What follows belongs to an exercise in optimizing a design on an open flow for small area, a short achievable clock period and few clock cycles; a production flow would make more cautious choices. The RTL was checked by simulation tests, not by an equivalence proof against the original design. No activity file was given, so power comes from the tool's default toggle rates.

==> job 531 <==
## softsynth_core
module softsynth_core (
    input  wire        clk,
    input  wire        rst,             
    input  wire        cmd_valid,
    output wire        cmd_ready,
    input  wire [31:0] cmd,
    input  wire [15:0] cfg_attack_ms0,
    input  wire [15:0] cfg_decay_ms0,
    input  wire [15:0] cfg_release_ms0,
    input  wire [15:0] cfg_sustain0,
    input  wire [15:0] cfg_attack_ms1,
    input  wire [15:0] cfg_decay_ms1,
    input  wire [15:0] cfg_release_ms1,
    input  wire [15:0] cfg_sustain1,
    output reg  [15:0] out_sample,
    output reg         out_valid,
    output wire [31:0] out_rsp,
    output wire [7:0]  fault_code,
    output wire        fault
);
make LEC_CHECK=0 CAP_MARGIN=20 CORE_MARGIN=2 CORE_UTILIZATION=40 SLEW_MARGIN=20 finish   # period 12.0 ns
run.sh (not shown) runs the stock make flow with config.mk's settings and CLKGATE_MAP_FILE= SYNTH_SCRIPT=/design/flow/synth_recipe.tcl, a recipe that flattens the netlist after the stock synthesis.
==> inputs of job 4469, as changes to job 531 <==
--- a/flow/design.v
+++ b/flow/design.v
@@ -3,12 +3,15 @@
     input  wire        clear,       
     input  wire        adv,         
     input  wire        sf,          
     input  wire        stop,        
     input  wire        sv,          
     input  wire [15:0] arg,
+    input  wire [1:0]  ms_a,        
+    input  wire [1:0]  ms_d,
+    input  wire [1:0]  ms_r,
     input  wire        w_T,         
     input  wire        w_ts,        
     input  wire        w_neg,       
     input  wire        w_V,         
     input  wire        w_qr,        
     input  wire        w_r,         
@@ -35,13 +38,12 @@
     reg [14:0] osc_vol;
     reg [15:0] phase;
     reg [14:0] peak;
     reg [2:0]  tag;
     reg [14:0] from;
     reg [21:0] ticks_rem;
-    reg [5:0]  sub;
     reg [2:0]  s;
     reg [15:0] t;
     reg        neg;
     reg [14:0] V;
     reg [15:0] r;
     reg [14:0] qs;      
@@ -58,14 +60,17 @@
     wire is_r    = (tag == T_RELEASE);
     wire is_ramp = is_a | is_d | is_r;
     wire tr_zero = (ticks_rem == 22'd0);
     assign trans = is_a & tr_zero;
     assign smp = (freq == 16'd0) ? 16'd0 :
                  (phase < 16'd24000) ? {1'b0, osc_vol} : (16'd0 - {1'b0, osc_vol});
-    wire [5:0] mask = ~(6'h3f << s);
-    wire       roll = (sub == mask);
+    wire [1:0]  ms_lo  = is_a ? ms_a : is_d ? ms_d : ms_r;
+    wire [5:0]  T_lo   = {ms_lo[1] ^ ms_lo[0], ms_lo[0], 4'd0};
+    wire [5:0]  mask   = ~(6'h3f << s);
+    wire [21:0] tr_dec = ticks_rem - 22'd1;
+    wire        roll   = (((tr_dec[5:0] ^ T_lo) & mask) == 6'd0);
     wire [16:0] r_sum  = {1'b0, r} + {1'b0, rm};
     wire [17:0] r_dif  = {1'b0, r_sum} - {2'b0, t};
     wire        c      = ~r_dif[17];
     wire [14:0] v_next = V + qs + {14'd0, c ^ neg};
     wire [15:0] r_next = c ? r_dif[15:0] : r_sum[15:0];
     wire [16:0] ph_sum  = {1'b0, phase} + {1'b0, freq};
@@ -84,46 +89,40 @@
             if (sf) begin
                 freq <= arg;
                 tag  <= T_ATTACK;
                 from <= osc_vol;
                 V    <= osc_vol;
                 r    <= 16'd0;
-                sub  <= 6'd0;
             end
             if (stop) begin
                 tag  <= T_RELEASE;
                 from <= osc_vol;
                 V    <= osc_vol;
                 r    <= 16'd0;
-                sub  <= 6'd0;
             end
             if (sv)
                 peak <= arg[15] ? 15'd0 : arg[14:0];
             if (adv) begin
                 if (is_ramp) begin
                     osc_vol <= V;
                     if (tr_zero) begin
                         if (is_a) begin
                             tag <= T_DECAY;
                             V   <= peak;
                             r   <= 16'd0;
-                            sub <= 6'd0;
                         end else if (is_d) begin
                             tag <= T_SUSTAIN;
                         end else begin
                             tag  <= T_STOP;
                             freq <= 16'd0;
                         end
                     end else begin
-                        ticks_rem <= ticks_rem - 22'd1;
+                        ticks_rem <= tr_dec;
                         if (roll) begin
-                            sub <= 6'd0;
-                            V   <= v_next;
-                            r   <= r_next;
-                        end else begin
-                            sub <= sub + 6'd1;
+                            V <= v_next;
+                            r <= r_next;
                         end
                     end
                 end
                 if (!(is_r && tr_zero))
                     phase <= ph_next[15:0];
             end
@@ -282,13 +281,13 @@
     reg         w_T, w_ts, w_neg, w_V, w_qr, w_r;
     reg  [21:0] b_T;
     reg  [15:0] b_t;
     reg  [14:0] b_V, b_qs;
     reg  [15:0] b_rm;
     wire [2:0]  b_s = (jst == J_R2) ? 3'd0 : sreg;
-    wire [14:0] v_wr = neg_j ? (fr_j - mQ) : (fr_j + mQ);
+    wire [14:0] v_wr = fr_j + (mQ ^ {15{neg_j}}) + {14'd0, neg_j};
     reg  [3:0]  jnext;
     reg         fin;
     always @(*) begin
         w_T = 1'b0; w_ts = 1'b0; w_neg = 1'b0; w_V = 1'b0; w_qr = 1'b0; w_r = 1'b0;
         b_T  = T48;
         b_t  = (jst == J_R2) ? T48[15:0] : treg[15:0];
@@ -469,12 +468,13 @@
         .clear(is_reset || (c_vreset && sel0)),
         .adv(adv0),
         .sf(c_set_freq && sel0),
         .stop(c_stop && sel0),
         .sv(c_set_vol && sel0),
         .arg(arg),
+        .ms_a(cfg_attack_ms0[1:0]), .ms_d(cfg_decay_ms0[1:0]), .ms_r(cfg_release_ms0[1:0]),
         .w_T(w_T && !jv), .w_ts(w_ts && !jv), .w_neg(w_neg && !jv),
         .w_V(w_V && !jv), .w_qr(w_qr && !jv), .w_r(w_r && !jv),
         .b_T(b_T), .b_t(b_t), .b_s(b_s), .b_neg(neg_j), .b_V(b_V), .b_qs(b_qs), .b_rm(b_rm),
         .o_tag(tag0), .o_peak(peak0), .o_from(from0), .o_ticks(ticks0), .o_t(t0), .o_s(s0),
         .trans(trans0), .vol(vol0), .smp(smp0)
     );
@@ -483,12 +483,13 @@
         .clear(is_reset || (c_vreset && sel1)),
         .adv(adv1),
         .sf(c_set_freq && sel1),
         .stop(c_stop && sel1),
         .sv(c_set_vol && sel1),
         .arg(arg),
+        .ms_a(cfg_attack_ms1[1:0]), .ms_d(cfg_decay_ms1[1:0]), .ms_r(cfg_release_ms1[1:0]),
         .w_T(w_T && jv), .w_ts(w_ts && jv), .w_neg(w_neg && jv),
         .w_V(w_V && jv), .w_qr(w_qr && jv), .w_r(w_r && jv),
         .b_T(b_T), .b_t(b_t), .b_s(b_s), .b_neg(neg_j), .b_V(b_V), .b_qs(b_qs), .b_rm(b_rm),
         .o_tag(tag1), .o_peak(peak1), .o_from(from1), .o_ticks(ticks1), .o_t(t1), .o_s(s1),
         .trans(trans1), .vol(vol1), .smp(smp1)
     );
==> flow/flow/run.sh (new file) <==
#!/bin/bash
set -euo pipefail
bash standard.sh SETUP_SLACK_MARGIN=7 finish > make_finish.log 2>&1
==> flow/standard.sh (new file) <==
#!/bin/bash
# synth_recipe.tcl (not shown) runs the flow's synth.tcl, then flattens the netlist and writes it again
# the make line also repeats each setting of config.mk as NAME=value (left out here)
make -C /OpenROAD-flow-scripts/flow DESIGN_CONFIG=/design/flow/config.mk WORK_HOME=/design/flow/orfs CLKGATE_MAP_FILE= SYNTH_SCRIPT=/design/flow/synth_recipe.tcl "${@:-finish}"
removed: flow/run.sh
==> qor summary <==
|  | job 4469 | job 531 |
|---|---|---|
| Leakage | 19.4 nW | 18.1 nW |
| Number of cells on the critical path | 29 | 30 |
| Flip-flop and latch count after synthesis | 473 | 485 |
| Starting DRT DRC Count | 4225 | 3780 |
| Multi-input gate count | 3883 | 3783 |
| Die Y-Extent | 321 um | 321 um |
| Non-Filler Cell Area, Final | 50900 um2 | 45700 um2 |
| Floorplan die area | 103000 um2 | 103000 um2 |
| Cell area after placement | 44100 um2 | 43800 um2 |
| Number of sinks driven by the clock tree | 473 | 485 |
| Status | complete, no violations | complete, no violations |
| Share of cell area taken by muxes after synthesis | 0.0645 | 0.0736 |
| Combined flip-flop and latch cell area | 12500 um2 | 12900 um2 |
| Sequential fraction of the synthesis area | 0.310 | 0.319 |
| Power in sequential cells | 2.14 mW | 1.84 mW |
Testbench counts of job 531, summed over its fixed seeds: cycles 71,158.
Testbench counts of job 4469, summed over its fixed seeds: cycles 71,158.

========
==> run a: inputs <==
Another version of the RTL of softsynth_core (not shown whole).
clock: 12.0 ns
lec_check: 0
cap_margin: 20
core_margin: 2
core_utilization: 40
slew_margin: 20
standard.sh (not shown) runs the stock make flow with config.mk's settings and CLKGATE_MAP_FILE= SYNTH_SCRIPT=/design/flow/synth_recipe.tcl, a recipe that flattens the netlist after the stock synthesis.
==> flow/flow/run.sh <==
#!/bin/bash
set -euo pipefail
bash standard.sh SETUP_SLACK_MARGIN=7 "BUFFER_PORTS_ARGS=-buffer_cell sky130_fd_sc_hd__buf_4" finish > make_finish.log 2>&1
==> inputs of run b, as changes to run a <==
--- a/flow/design.v
+++ b/flow/design.v
@@ -265,63 +265,61 @@
                           : (j_a ? cfg_attack_ms0 : j_d ? cfg_decay_ms0 : cfg_release_ms0);
     wire [15:0] ms_c = tgt[0] ? (op[1] ? cfg_release_ms1 : cfg_attack_ms1)
                               : (op[1] ? cfg_release_ms0 : cfg_attack_ms0);
     wire [15:0] sn_j = jv ? (cfg_sustain1[15] ? 16'd0 : cfg_sustain1)
                           : (cfg_sustain0[15] ? 16'd0 : cfg_sustain0);
     wire [21:0] treg   = {mB[5:0], mR};
     wire [21:0] T48    = {mR, 5'd0} + {1'b0, mR, 4'd0};
     wire [21:0] T48e   = {mR, 5'd0} + {1'b0, mR, 4'd0} - ticks_j;
-    wire        t_big  = (T48[21:16] != 6'd0);
+    wire        t_big  = (mR >= 16'd1366);        
     wire        tr_big = (treg[21:16] != 6'd0);
     wire [16:0] dsA = {mR, mA[14]};
     wire [17:0] ddA = {1'b0, dsA} - {2'b0, tt};
     wire        dcA = ~ddA[17];
     wire [15:0] drA = dcA ? ddA[15:0] : dsA[15:0];
     wire [14:0] dA  = {mA[13:0], dcA};
     reg  [15:0] tt;
     wire [17:0] mBa = mA[14] ? {2'b0, mB} : 18'd0;
     wire [17:0] mS  = {1'b0, mR, 1'b0} + mBa;
     wire [18:0] md1 = {2'b0, mR, 1'b0} + {1'b0, mBa} - {3'b0, tt};
     wire [18:0] md2 = {2'b0, mR, 1'b0} + {1'b0, mBa} - {2'b0, tt, 1'b0};
     wire        mc1 = ~md1[18];
     wire        mc2 = ~md2[18];
     wire [15:0] mrn = mc2 ? md2[15:0] : mc1 ? md1[15:0] : mS[15:0];
     wire [13:0] mQ1 = mQ[13:0] + 14'd1;        
     wire [14:0] mqn = {(mc2 ? mQ1 : mQ[13:0]), mc1 & ~mc2};
-    wire [15:0] dv_t   = st_r2 ? T48[15:0] : tt;
-    wire        dv_b10 = (dv_t[15:10] != 6'd0);
-    wire        dv_b8  = (dv_t[15:8] != 8'd0);
+    wire        dv_b10 = st_r2 ? (mR >= 16'd22) : (tt[15:10] != 6'd0);    
+    wire        dv_b8  = st_r2 ? (mR >= 16'd6)  : (tt[15:8] != 8'd0);     
     wire [15:0] dv_R   = dv_b10 ? {6'd0, M_j[14:5]} : dv_b8 ? {8'd0, M_j[14:7]} : {11'd0, M_j[14:10]};
     wire [14:0] dv_A   = dv_b10 ? {M_j[4:0], 10'd0} : dv_b8 ? {M_j[6:0], 8'd0} : {M_j[9:0], 5'd0};
     wire [3:0]  dv_c   = dv_b10 ? 4'd5 : dv_b8 ? 4'd3 : 4'd0;
     wire last_div = st_div && (cnt == 4'd9);
     wire last_mul = st_mul && (cnt == 4'd14);
     wire        rs_big  = st_r2 ? t_big : tr_big;
-    wire        rs_zero = st_r2 && (T48 == 22'd0);
+    wire        rs_zero = st_r2 && (mR == 16'd0);
     wire        rs_go   = (st_r2 || st_r3) && !rs_big;
     wire        w_T   = st_r2;
     wire        w_ts  = rs_go;
     wire        w_neg = rs_go || (st_c3 && sreg == 3'd0);
     wire        w_V   = st_r2 || (st_c1 && ticks_j == 22'd0) || st_c6;
-    wire        w_qr  = (rs_go && st_r3) || (st_c3 && sreg == 3'd0 && s_j != 3'd0) || st_dw;
+    wire        w_qr  = st_dw;
     wire        w_r   = st_c6 || st_r2;
     wire [21:0] b_T   = T48;
     wire [15:0] b_t   = st_r2 ? T48[15:0] : treg[15:0];
-    wire [15:0] b_tsb = st_r3 ? b_t : tt;
-    wire [16:0] b_rmt = {1'b0, b_rm} - {1'b0, b_tsb};
+    wire [16:0] b_rmt = {1'b0, mR} - {1'b0, tt};
     wire [17:0] c_chk = {2'b0, mR} + {rmt_j[16], rmt_j};
     wire        b_c   = st_c6 && !c_chk[17];
     wire [2:0]  b_s   = st_r2 ? 3'd0 : sreg;
     wire [14:0] v_wr  = fr_j + (mQ ^ {15{neg_v}}) + {14'd0, neg_v};
     wire [14:0] b_V   = st_c6 ? v_wr : (st_r2 && !rs_zero) ? vol_j : to_j;
     wire        neg_v = jv ? neg1 : neg0;
-    wire [14:0] b_qs  = st_dw ? ({15{neg_v}} ^ {5'd0, mA[9:0]}) : {15{neg_j}};
-    wire [15:0] b_rm  = (st_dw || st_c6) ? mR : st_r2 ? 16'd0 : {1'b0, M_j};
-    wire fin = (rs_go && (rs_zero || st_r3)) || (st_dw && !rc) ||
+    wire [14:0] b_qs  = {15{neg_v}} ^ {5'd0, mA[9:0]};
+    wire [15:0] b_rm  = st_r2 ? 16'd0 : mR;
+    wire fin = (rs_go && rs_zero) || (st_dw && !rc) ||
                (st_c1 && ticks_j == 22'd0) || st_c6;
     wire sv_d0 = c_set_vol && sel0 && (tag0 == T_DECAY);
     wire sv_d1 = c_set_vol && sel1 && (tag1 == T_DECAY);
     wire sv_a0 = c_set_vol && sel0 && (tag0 == T_ATTACK);
     wire sv_a1 = c_set_vol && sel1 && (tag1 == T_ATTACK);
     wire ramp0 = (c_set_freq || c_stop) && sel0;
     wire ramp1 = (c_set_freq || c_stop) && sel1;
     wire tr0   = adv0 && trans0;
@@ -369,21 +367,21 @@
             end
         end else begin
             st_s1  <= 1'b0;
             st_r1  <= last_mul && msus && !rc;
             st_r2  <= st_r1;
             st_r3  <= (st_r2 || st_r3) && rs_big;
             st_div <= (st_div && !last_div) || (rs_go && !rs_zero && !st_r3) ||
                       (st_c3 && sreg == 3'd0 && s_j == 3'd0);
-            st_dw  <= last_div;
+            st_dw  <= last_div || (rs_go && st_r3) || (st_c3 && sreg == 3'd0 && s_j != 3'd0);
             st_c1  <= last_mul && msus && rc;
             st_c2  <= st_c1 && ticks_j != 22'd0;
             st_c3  <= st_c2 || (st_c3 && sreg != 3'd0);
-            st_c5  <= (st_dw && rc) || (st_c3 && sreg == 3'd0 && s_j != 3'd0);
+            st_c5  <= st_dw && rc;
             st_mul <= st_s1 || st_c5 || (st_mul && !last_mul);
             st_c6  <= last_mul && !msus;
             if (fin) begin
                 if (pend1) begin
                     st_s1 <= 1'b1;
                     jv    <= 1'b1;
                     rc    <= 1'b0;
                     pend1 <= 1'b0;
@@ -434,36 +432,36 @@
             tt <= t_j;
         if (w_ts)
             tt <= b_t;
         if (st_r2 || st_r3) begin
             if (rs_big) begin
                 mR      <= st_r2 ? T48[16:1] : treg[16:1];
                 mB[5:0] <= st_r2 ? {1'b0, T48[21:17]} : {1'b0, treg[21:17]};
             end else begin
-                mR  <= dv_R;
-                mA  <= dv_A;
+                mR  <= st_r3 ? {1'b0, M_j} : dv_R;
+                mA  <= st_r3 ? 15'd0 : dv_A;
                 cnt <= dv_c;
             end
             sreg <= st_r2 ? {2'b0, t_big} : sreg + {2'b0, rs_big};
         end
         if (st_c2) begin               
             mR      <= T48e[15:0];
             mB[5:0] <= T48e[21:16];
             sreg    <= s_j;
         end
         if (st_c3) begin               
             if (sreg != 3'd0) begin
                 mR      <= treg[16:1];
                 mB[5:0] <= {1'b0, treg[21:17]};
                 sreg    <= sreg - 3'd1;
             end else begin
                 mB  <= mR;
-                mR  <= dv_R;
-                mA  <= dv_A;
+                mR  <= (s_j != 3'd0) ? {1'b0, M_j} : dv_R;
+                mA  <= (s_j != 3'd0) ? 15'd0 : dv_A;
                 cnt <= dv_c;
             end
         end
         if (st_c5) begin               
             mA   <= M_j;
             mR   <= 16'd0;
             mQ   <= 15'd0;
             msus <= 1'b0;
==> flow/flow/run.sh (replaced) <==
#!/bin/bash
set -euo pipefail
bash standard.sh SETUP_SLACK_MARGIN=7 CORE_UTILIZATION=60 "BUFFER_PORTS_ARGS=-buffer_cell sky130_fd_sc_hd__buf_4" finish > make_finish.log 2>&1
==> inputs of run c, as changes to run a <==
--- a/flow/design.v
+++ b/flow/design.v
@@ -12,29 +12,27 @@
     input  wire        w_T,         
     input  wire        w_ts,        
     input  wire        w_neg,       
     input  wire        w_V,         
     input  wire        w_qr,        
     input  wire        w_r,         
     input  wire        w_from,      
     input  wire [21:0] b_T,
-    input  wire [16:0] b_rmt,
-    input  wire        b_c,
+    input  wire [15:0] b_t,
     input  wire [2:0]  b_s,
     input  wire        b_neg,
     input  wire [14:0] b_V,
     input  wire [14:0] b_qs,
     input  wire [15:0] b_rm,
     output wire [2:0]  o_tag,
     output wire [14:0] o_peak,
     output wire [14:0] o_from,
     output wire [21:0] o_ticks,
-    output wire [15:0] o_rm,
-    output wire [16:0] o_rmt,
+    output wire [15:0] o_t,
     output wire [2:0]  o_s,
     output wire        o_neg,
     output wire        trans,       
     output wire [14:0] vol,
     output wire [15:0] smp,
     output wire        smp_z,       
     output wire        smp_n        
 );
@@ -43,29 +41,27 @@
     reg [15:0] freq;
     reg [14:0] osc_vol;
     reg [15:0] phase;
     reg [14:0] peak;
     reg [2:0]  tag;
     reg [14:0] from;
     reg [21:0] ticks_rem;
     reg [2:0]  s;
-    reg [16:0] rmt;     
-    reg        cr;      
+    reg [15:0] t;
     reg        neg;
     reg [14:0] V;
     reg [15:0] r;
     reg [14:0] qs;      
     reg [15:0] rm;
     assign o_tag   = tag;
     assign o_peak  = peak;
     assign o_from  = from;
     assign o_ticks = ticks_rem;
-    assign o_rm    = rm;
-    assign o_rmt   = rmt;
+    assign o_t     = t;
     assign o_s     = s;
     assign o_neg   = neg;
     assign vol     = osc_vol;
     wire is_a    = (tag == T_ATTACK);
     wire is_d    = (tag == T_DECAY);
     wire is_r    = (tag == T_RELEASE);
     wire is_ramp = is_a | is_d | is_r;
     wire tr_zero = (ticks_rem == 22'd0);
@@ -73,22 +69,23 @@
     assign smp_z = (freq == 16'd0);
     assign smp_n = !smp_z && !(phase < 16'd24000);
     assign smp = smp_z ? 16'd0 : smp_n ? (16'd0 - {1'b0, osc_vol}) : {1'b0, osc_vol};
     wire [1:0]  ms_lo  = is_a ? ms_a : is_d ? ms_d : ms_r;
     wire [5:0]  T_lo   = {ms_lo[1] ^ ms_lo[0], ms_lo[0], 4'd0};
     wire [5:0]  mask   = ~(6'h3f << s);
     wire [21:0] tr_dec = ticks_rem - 22'd1;
     wire        roll   = (((tr_dec[5:0] ^ T_lo) & mask) == 6'd0);
-    wire [16:0] r_add  = cr ? rmt : {1'b0, rm};
-    wire [16:0] r_nx   = {1'b0, r} + r_add;
-    wire [15:0] r_next = r_nx[15:0];
-    wire [17:0] c_chk  = {2'b0, r_next} + {rmt[16], rmt};
-    wire        c_next = ~c_chk[17];
-    wire [14:0] v_next = V + qs + {14'd0, cr ^ neg};
+    wire [17:0] r_sum  = {2'b0, r} + {2'b0, rm};
+    wire [17:0] r_dif  = {2'b0, r} + {2'b0, rm} - {2'b0, t};
+    wire        c      = ~r_dif[17];
+    wire [14:0] v_a    = V + qs;
+    wire [14:0] v_b    = V + qs + 15'd1;
+    wire [14:0] v_next = (c ^ neg) ? v_b : v_a;
+    wire [15:0] r_next = c ? r_dif[15:0] : r_sum[15:0];
     wire [16:0] ph_s0   = {1'b0, phase} + {1'b0, freq};
     wire [17:0] ph_s1   = {2'b0, phase} + {2'b0, freq} - 18'd48000;
     wire [17:0] ph_s2   = {2'b0, phase} + {2'b0, freq} - 18'd96000;
     wire [15:0] ph_next = !ph_s2[17] ? ph_s2[15:0] : !ph_s1[17] ? ph_s1[15:0] : ph_s0[15:0];
     always @(posedge clk) begin
         if (clear) begin
             freq    <= 16'd0;
             osc_vol <= 15'd0;
@@ -115,43 +112,41 @@
                         end else begin
                             tag  <= T_STOP;
                             freq <= 16'd0;
                         end
                     end else begin
                         ticks_rem <= tr_dec;
                         if (roll) begin
                             V <= v_next;
-                            r  <= r_next;
-                            cr <= c_next;
+                            r <= r_next;
                         end
                     end
                 end
                 if (!(is_r && tr_zero))
                     phase <= ph_next[15:0];
             end
             if (w_T)
                 ticks_rem <= b_T;
             if (w_V)
                 V <= b_V;
-            if (w_r) begin
-                r  <= b_rm;
-                cr <= b_c;
-            end
+            if (w_r)
+                r <= b_rm;
         end
-        if (w_ts)
+        if (w_ts) begin
+            t <= b_t;
             s <= b_s;
+        end
         if (w_neg)
             neg <= b_neg;
         if (w_from)
             from <= osc_vol;
         if (w_qr) begin
             qs <= b_qs;
-            rm  <= b_rm;
-            rmt <= b_rmt;
+            rm <= b_rm;
         end
     end
 endmodule
 module softsynth_core (
     input  wire        clk,
     input  wire        rst,             
     input  wire        cmd_valid,
     output wire        cmd_ready,
@@ -224,38 +219,34 @@
     wire c_advance  = do_cmd && (op == OP_ADVANCE  || op == OP_STEP);
     wire c_vreset   = do_cmd && (op == OP_VOICE_RESET);
     wire adv0 = (c_advance && sel0) || is_tick;
     wire adv1 = (c_advance && sel1) || is_tick;
     wire [2:0]  tag0, tag1, s0, s1;
     wire        neg0, neg1;
     wire [14:0] peak0, peak1, from0, from1, vol0, vol1;
     wire [21:0] ticks0, ticks1;
-    wire [15:0] rm0, rm1, smp0, smp1;
-    wire [16:0] rmt0, rmt1;
+    wire [15:0] t0, t1, smp0, smp1;
     wire        trans0, trans1;
     reg         st_s1, st_r1, st_r2, st_r3, st_div, st_dw, st_c1, st_c2, st_c3, st_c5, st_mul, st_c6;
     reg         jv;         
     reg         rc;         
     reg         msus;       
     reg         pend1;      
     reg  [3:0]  cnt;
     reg  [2:0]  sreg;
     reg  [14:0] mA;
     reg  [15:0] mB;
     reg  [15:0] mR;
     reg  [14:0] mQ;
     wire [2:0]  tag_j   = jv ? tag1   : tag0;
     wire [14:0] peak_j  = jv ? peak1  : peak0;
     wire [14:0] from_j  = jv ? from1  : from0;
     wire [21:0] ticks_j = jv ? ticks1 : ticks0;
-    wire [15:0] rm_j    = jv ? rm1    : rm0;
-    wire [16:0] rmt_j   = jv ? rmt1   : rmt0;
-    wire [16:0] t_jx    = {1'b0, rm_j} - rmt_j;
-    wire [15:0] t_j     = t_jx[15:0];
+    wire [15:0] t_j     = jv ? t1     : t0;
     wire [2:0]  s_j     = jv ? s1     : s0;
     wire j_a = (tag_j == T_ATTACK);
     wire j_d = (tag_j == T_DECAY);
     wire [14:0] to_j   = j_a ? peak_j : j_d ? mQ : 15'd0;
     wire [14:0] vol_j  = jv ? vol1 : vol0;
     wire [14:0] fr_j   = j_d ? peak_j : st_r2 ? vol_j : from_j;    
     wire [15:0] diff_j = {1'b0, to_j} - {1'b0, fr_j};
     wire [15:0] difn_j = {1'b0, fr_j} - {1'b0, to_j};
@@ -282,39 +273,29 @@
     wire [17:0] mS  = {1'b0, mR, 1'b0} + mBa;
     wire [18:0] md1 = {2'b0, mR, 1'b0} + {1'b0, mBa} - {3'b0, tt};
     wire [18:0] md2 = {2'b0, mR, 1'b0} + {1'b0, mBa} - {2'b0, tt, 1'b0};
     wire        mc1 = ~md1[18];
     wire        mc2 = ~md2[18];
     wire [15:0] mrn = mc2 ? md2[15:0] : mc1 ? md1[15:0] : mS[15:0];
     wire [13:0] mQ1 = mQ[13:0] + 14'd1;        
     wire [14:0] mqn = {(mc2 ? mQ1 : mQ[13:0]), mc1 & ~mc2};
-    wire [15:0] dv_t   = st_r2 ? T48[15:0] : tt;
-    wire        dv_b10 = (dv_t[15:10] != 6'd0);
-    wire        dv_b8  = (dv_t[15:8] != 8'd0);
-    wire [15:0] dv_R   = dv_b10 ? {6'd0, M_j[14:5]} : dv_b8 ? {8'd0, M_j[14:7]} : {11'd0, M_j[14:10]};
-    wire [14:0] dv_A   = dv_b10 ? {M_j[4:0], 10'd0} : dv_b8 ? {M_j[6:0], 8'd0} : {M_j[9:0], 5'd0};
-    wire [3:0]  dv_c   = dv_b10 ? 4'd5 : dv_b8 ? 4'd3 : 4'd0;
     wire last_div = st_div && (cnt == 4'd9);
     wire last_mul = st_mul && (cnt == 4'd14);
     wire        rs_big  = st_r2 ? t_big : tr_big;
     wire        rs_zero = st_r2 && (T48 == 22'd0);
     wire        rs_go   = (st_r2 || st_r3) && !rs_big;
     wire        w_T   = st_r2;
     wire        w_ts  = rs_go;
     wire        w_neg = rs_go || (st_c3 && sreg == 3'd0);
     wire        w_V   = st_r2 || (st_c1 && ticks_j == 22'd0) || st_c6;
     wire        w_qr  = (rs_go && st_r3) || (st_c3 && sreg == 3'd0 && s_j != 3'd0) || st_dw;
     wire        w_r   = st_c6 || st_r2;
     wire [21:0] b_T   = T48;
     wire [15:0] b_t   = st_r2 ? T48[15:0] : treg[15:0];
-    wire [15:0] b_tsb = st_r3 ? b_t : tt;
-    wire [16:0] b_rmt = {1'b0, b_rm} - {1'b0, b_tsb};
-    wire [17:0] c_chk = {2'b0, mR} + {rmt_j[16], rmt_j};
-    wire        b_c   = st_c6 && !c_chk[17];
     wire [2:0]  b_s   = st_r2 ? 3'd0 : sreg;
     wire [14:0] v_wr  = fr_j + (mQ ^ {15{neg_v}}) + {14'd0, neg_v};
     wire [14:0] b_V   = st_c6 ? v_wr : (st_r2 && !rs_zero) ? vol_j : to_j;
     wire        neg_v = jv ? neg1 : neg0;
     wire [14:0] b_qs  = st_dw ? ({15{neg_v}} ^ {5'd0, mA[9:0]}) : {15{neg_j}};
     wire [15:0] b_rm  = (st_dw || st_c6) ? mR : st_r2 ? 16'd0 : {1'b0, M_j};
     wire fin = (rs_go && (rs_zero || st_r3)) || (st_dw && !rc) ||
                (st_c1 && ticks_j == 22'd0) || st_c6;
@@ -322,52 +303,35 @@
     wire sv_d1 = c_set_vol && sel1 && (tag1 == T_DECAY);
     wire sv_a0 = c_set_vol && sel0 && (tag0 == T_ATTACK);
     wire sv_a1 = c_set_vol && sel1 && (tag1 == T_ATTACK);
     wire ramp0 = (c_set_freq || c_stop) && sel0;
     wire ramp1 = (c_set_freq || c_stop) && sel1;
     wire tr0   = adv0 && trans0;
     wire tr1   = adv1 && trans1;
     wire idle  = ready;
-    reg  bg_arm, bg_run, bg_ok, bg_v;
-    wire att0     = (tag0 == T_ATTACK);
-    wire att1     = (tag1 == T_ATTACK);
-    wire bg_start = idle && !bg_arm && !bg_run && !bg_ok && (att0 || att1);
-    wire bg_busy  = bg_arm || bg_run || bg_start;
-    wire bg_use0  = bg_ok && !bg_v;
-    wire bg_use1  = bg_ok && bg_v;
-    wire job_go   = sv_d0 || sv_d1 || tr0 || tr1 || sv_a0 || sv_a1 || ramp0 || ramp1;
-    wire bg_kill  = is_reset || job_go || c_set_vol || c_set_freq || c_stop || c_vreset;
-    wire bg_last  = bg_run && (cnt == 4'd14);
     always @(posedge clk) begin
         if (is_reset) begin
             {st_s1, st_r1, st_r2, st_r3, st_div, st_dw, st_c1, st_c2, st_c3, st_c5, st_mul, st_c6} <= 12'd0;
             pend1 <= 1'b0;
             ready <= 1'b1;
         end else if (idle) begin
-            if ((tr0 && bg_use0) || (tr1 && !tr0 && bg_use1)) begin
-                st_r1 <= 1'b1;         
-                jv    <= !tr0;
-                rc    <= 1'b0;
-                pend1 <= tr0 && tr1;
-                ready <= 1'b0;
-            end else if (sv_d0 || sv_d1 || tr0 || tr1) begin
+            if (sv_d0 || sv_d1 || tr0 || tr1) begin
                 st_s1 <= 1'b1;
                 jv    <= sv_d1 || (tr1 && !tr0);
                 rc    <= sv_d0 || sv_d1;
                 pend1 <= tr0 && tr1;
                 ready <= 1'b0;
             end else if (sv_a0 || sv_a1) begin
                 st_c1 <= 1'b1;
                 jv    <= sv_a1;
                 rc    <= 1'b1;
                 ready <= 1'b0;
             end else if (ramp0 || ramp1) begin
-                st_r2 <= !bg_busy;     
-                st_r1 <= bg_busy;
+                st_r2 <= 1'b1;
                 jv    <= ramp1;
                 rc    <= 1'b0;
                 ready <= 1'b0;
             end
         end else begin
             st_s1  <= 1'b0;
             st_r1  <= last_mul && msus && !rc;
             st_r2  <= st_r1;
@@ -387,43 +351,19 @@
                     jv    <= 1'b1;
                     rc    <= 1'b0;
                     pend1 <= 1'b0;
                 end else begin
                     ready <= 1'b1;
                 end
             end
         end
-        if (idle && !bg_busy) begin
+        if (idle) begin
             mR <= ms_c;                
         end
-        if (bg_kill) begin
-            bg_arm <= 1'b0;
-            bg_run <= 1'b0;
-            bg_ok  <= 1'b0;
-        end else if (bg_start) begin
-            bg_arm <= 1'b1;
-            jv     <= !att0;
-        end else if (bg_arm) begin
-            bg_arm <= 1'b0;
-            bg_run <= 1'b1;
-            bg_v   <= jv;
-        end else if (bg_last) begin
-            bg_run <= 1'b0;
-            bg_ok  <= 1'b1;
-        end
-        if (bg_arm) begin              
-            mA   <= peak_j;
-            mB   <= sn_j;
-            mR   <= 16'd0;
-            mQ   <= 15'd0;
-            msus <= 1'b1;
-            tt   <= 16'd32767;
-            cnt  <= 4'd0;
-        end
         if (st_s1) begin               
             mA   <= peak_j;
             mB   <= sn_j;
             mR   <= 16'd0;
             mQ   <= 15'd0;
             msus <= 1'b1;
             tt   <= 16'd32767;
             cnt  <= 4'd0;
@@ -434,52 +374,52 @@
             tt <= t_j;
         if (w_ts)
             tt <= b_t;
         if (st_r2 || st_r3) begin
             if (rs_big) begin
                 mR      <= st_r2 ? T48[16:1] : treg[16:1];
                 mB[5:0] <= st_r2 ? {1'b0, T48[21:17]} : {1'b0, treg[21:17]};
             end else begin
-                mR  <= dv_R;
-                mA  <= dv_A;
-                cnt <= dv_c;
+                mR  <= {11'd0, M_j[14:10]};
+                mA  <= {M_j[9:0], 5'd0};
+                cnt <= 4'd0;
             end
             sreg <= st_r2 ? {2'b0, t_big} : sreg + {2'b0, rs_big};
         end
         if (st_c2) begin               
             mR      <= T48e[15:0];
             mB[5:0] <= T48e[21:16];
             sreg    <= s_j;
         end
         if (st_c3) begin               
             if (sreg != 3'd0) begin
                 mR      <= treg[16:1];
                 mB[5:0] <= {1'b0, treg[21:17]};
                 sreg    <= sreg - 3'd1;
             end else begin
                 mB  <= mR;
-                mR  <= dv_R;
-                mA  <= dv_A;
-                cnt <= dv_c;
+                mR  <= {11'd0, M_j[14:10]};
+                mA  <= {M_j[9:0], 5'd0};
+                cnt <= 4'd0;
             end
         end
         if (st_c5) begin               
             mA   <= M_j;
             mR   <= 16'd0;
             mQ   <= 15'd0;
             msus <= 1'b0;
             cnt  <= 4'd0;
         end
         if (st_div) begin
             mA  <= dA;
             mR  <= drA;
             cnt <= cnt + 4'd1;
         end
-        if (st_mul || bg_run) begin
+        if (st_mul) begin
             mA  <= {mA[13:0], 1'b0};
             mR  <= mrn;
             mQ  <= mqn;
             cnt <= cnt + 4'd1;
         end
     end
     ss_voice u_voice0 (
         .clk(clk),
@@ -487,33 +427,33 @@
         .adv(adv0),
         .sf(c_set_freq && sel0),
         .stop(c_stop && sel0),
         .sv(c_set_vol && sel0),
         .arg(arg),
         .ms_a(cfg_attack_ms0[1:0]), .ms_d(cfg_decay_ms0[1:0]), .ms_r(cfg_release_ms0[1:0]),
         .w_T(w_T && !jv), .w_ts(w_ts && !jv), .w_neg(w_neg && !jv),
         .w_V(w_V && !jv), .w_qr(w_qr && !jv), .w_r(w_r && !jv), .w_from(st_r2 && !jv),
-        .b_T(b_T), .b_rmt(b_rmt), .b_c(b_c), .b_s(b_s), .b_neg(neg_j), .b_V(b_V), .b_qs(b_qs), .b_rm(b_rm),
-        .o_tag(tag0), .o_peak(peak0), .o_from(from0), .o_ticks(ticks0), .o_rm(rm0), .o_rmt(rmt0), .o_s(s0), .o_neg(neg0),
+        .b_T(b_T), .b_t(b_t), .b_s(b_s), .b_neg(neg_j), .b_V(b_V), .b_qs(b_qs), .b_rm(b_rm),
+        .o_tag(tag0), .o_peak(peak0), .o_from(from0), .o_ticks(ticks0), .o_t(t0), .o_s(s0), .o_neg(neg0),
         .trans(trans0), .vol(vol0), .smp(smp0), .smp_z(sz0), .smp_n(sn0)
     );
     ss_voice u_voice1 (
         .clk(clk),
         .clear(is_reset || (c_vreset && sel1)),
         .adv(adv1),
         .sf(c_set_freq && sel1),
         .stop(c_stop && sel1),
         .sv(c_set_vol && sel1),
         .arg(arg),
         .ms_a(cfg_attack_ms1[1:0]), .ms_d(cfg_decay_ms1[1:0]), .ms_r(cfg_release_ms1[1:0]),
         .w_T(w_T && jv), .w_ts(w_ts && jv), .w_neg(w_neg && jv),
         .w_V(w_V && jv), .w_qr(w_qr && jv), .w_r(w_r && jv), .w_from(st_r2 && jv),
-        .b_T(b_T), .b_rmt(b_rmt), .b_c(b_c), .b_s(b_s), .b_neg(neg_j), .b_V(b_V), .b_qs(b_qs), .b_rm(b_rm),
-        .o_tag(tag1), .o_peak(peak1), .o_from(from1), .o_ticks(ticks1), .o_rm(rm1), .o_rmt(rmt1), .o_s(s1), .o_neg(neg1),
+        .b_T(b_T), .b_t(b_t), .b_s(b_s), .b_neg(neg_j), .b_V(b_V), .b_qs(b_qs), .b_rm(b_rm),
+        .o_tag(tag1), .o_peak(peak1), .o_from(from1), .o_ticks(ticks1), .o_t(t1), .o_s(s1), .o_neg(neg1),
         .trans(trans1), .vol(vol1), .smp(smp1), .smp_z(sz1), .smp_n(sn1)
     );
     wire        sz0, sn0, sz1, sn1;
     wire [16:0] mx0 = sz0 ? 17'd0 : sn0 ? {2'b11, ~vol0} : {2'b00, vol0};
     wire [16:0] mx1 = sz1 ? 17'd0 : sn1 ? {2'b11, ~vol1} : {2'b00, vol1};
     wire signed [16:0] mix_sum = mx0 + mx1 + {16'd0, sn0} + {16'd0, sn1};
     wire        [15:0] mix_sat = (mix_sum > 17'sd32767)  ? 16'h7FFF :
                                  (mix_sum < -17'sd32768) ? 16'h8000 : mix_sum[15:0];
==> results.toml <==
[floorplan]
dieArea_um2 = 112000

[route]
vias = 41427

[sta]
fmax_mhz = 177

[synth]
synthXorXnorAreaFrac_pct = 6.67

[pwr]
power.density_nw_per_um2 = 108

[final_layout]
multi_input_area_share_pct = 58.3
clock_buffers = 74

[outcome]
status = "finished clean"

[cts]
clkTransAtPathRegs_ns = 0.06

[global_route]
grt_use_met2_pct = 45.9
# the run above: run a

==> results.toml <==
[outcome]
status = "finished clean"

[route]
vias = 39324

[synth]
synthXorXnorAreaFrac_pct = 7.41

[sta]
fmax_mhz = 203

[floorplan]
dieArea_um2 = 109000

[pwr]
power.density_nw_per_um2 = 109

[final_layout]
multi_input_area_share_pct = 58.4
clock_buffers = 88

[cts]
clkTransAtPathRegs_ns = 0.07
# the run above: run c

==> results.toml <==
[outcome]
status = "finished clean"

[floorplan]
dieArea_um2 = 74500

[cts]
clkTransAtPathRegs_ns = 0.06

[final_layout]
clock_buffers = 82

[route]
vias = 40974
# the run above: run b

Testbench counts of run a, summed over its fixed seeds: cycles 71,491.
Testbench counts of run b, summed over its fixed seeds: cycles 71,491.
Testbench counts of run c, summed over its fixed seeds: cycles 74,029.

[port drivers added, routing unchanged]
The flow's constraints put no driver on any port. The routed layouts listed below were extracted and timed again, unchanged, in two steps.
Step 1, drivers: a clkbuf_16 drives clk and a buf_2 each remaining input, both assumed.
Step 2, shift: input delay + t, output delay - t, t = (earliest + latest rising clock arrival at the registers) / 2. This alone moves slack from input paths to output paths.
Three values: no drivers, after step 1, after step 2; two values: the first two.
run	t (ns)	setup slack, ns	clock arrival spread, ns	slew at the worst register clock pin (ns)	worst data-port slew with drivers (ns)
job 531	0.714	2.658 / 2.658 / 2.658	0.045 / 0.044	0.07 / 0.07	0.07
job 4469	0.728	5.033 / 5.033 / 5.033	0.043 / 0.043	0.07 / 0.07	0.06
run a	0.742	6.363 / 6.363 / 6.363	0.053 / 0.053	0.07 / 0.07	0.17
run b	0.710	6.978 / 7.016 / 6.307	0.026 / 0.025	0.07 / 0.07	0.06
run c	0.709	7.068 / 7.102 / 6.408	0.077 / 0.077	0.07 / 0.07	0.05
After both steps setup and hold are still met in every run listed. The setup slack of run b, which loses most, moves by +0.038 ns with the drivers and by -0.671 ns with both steps.
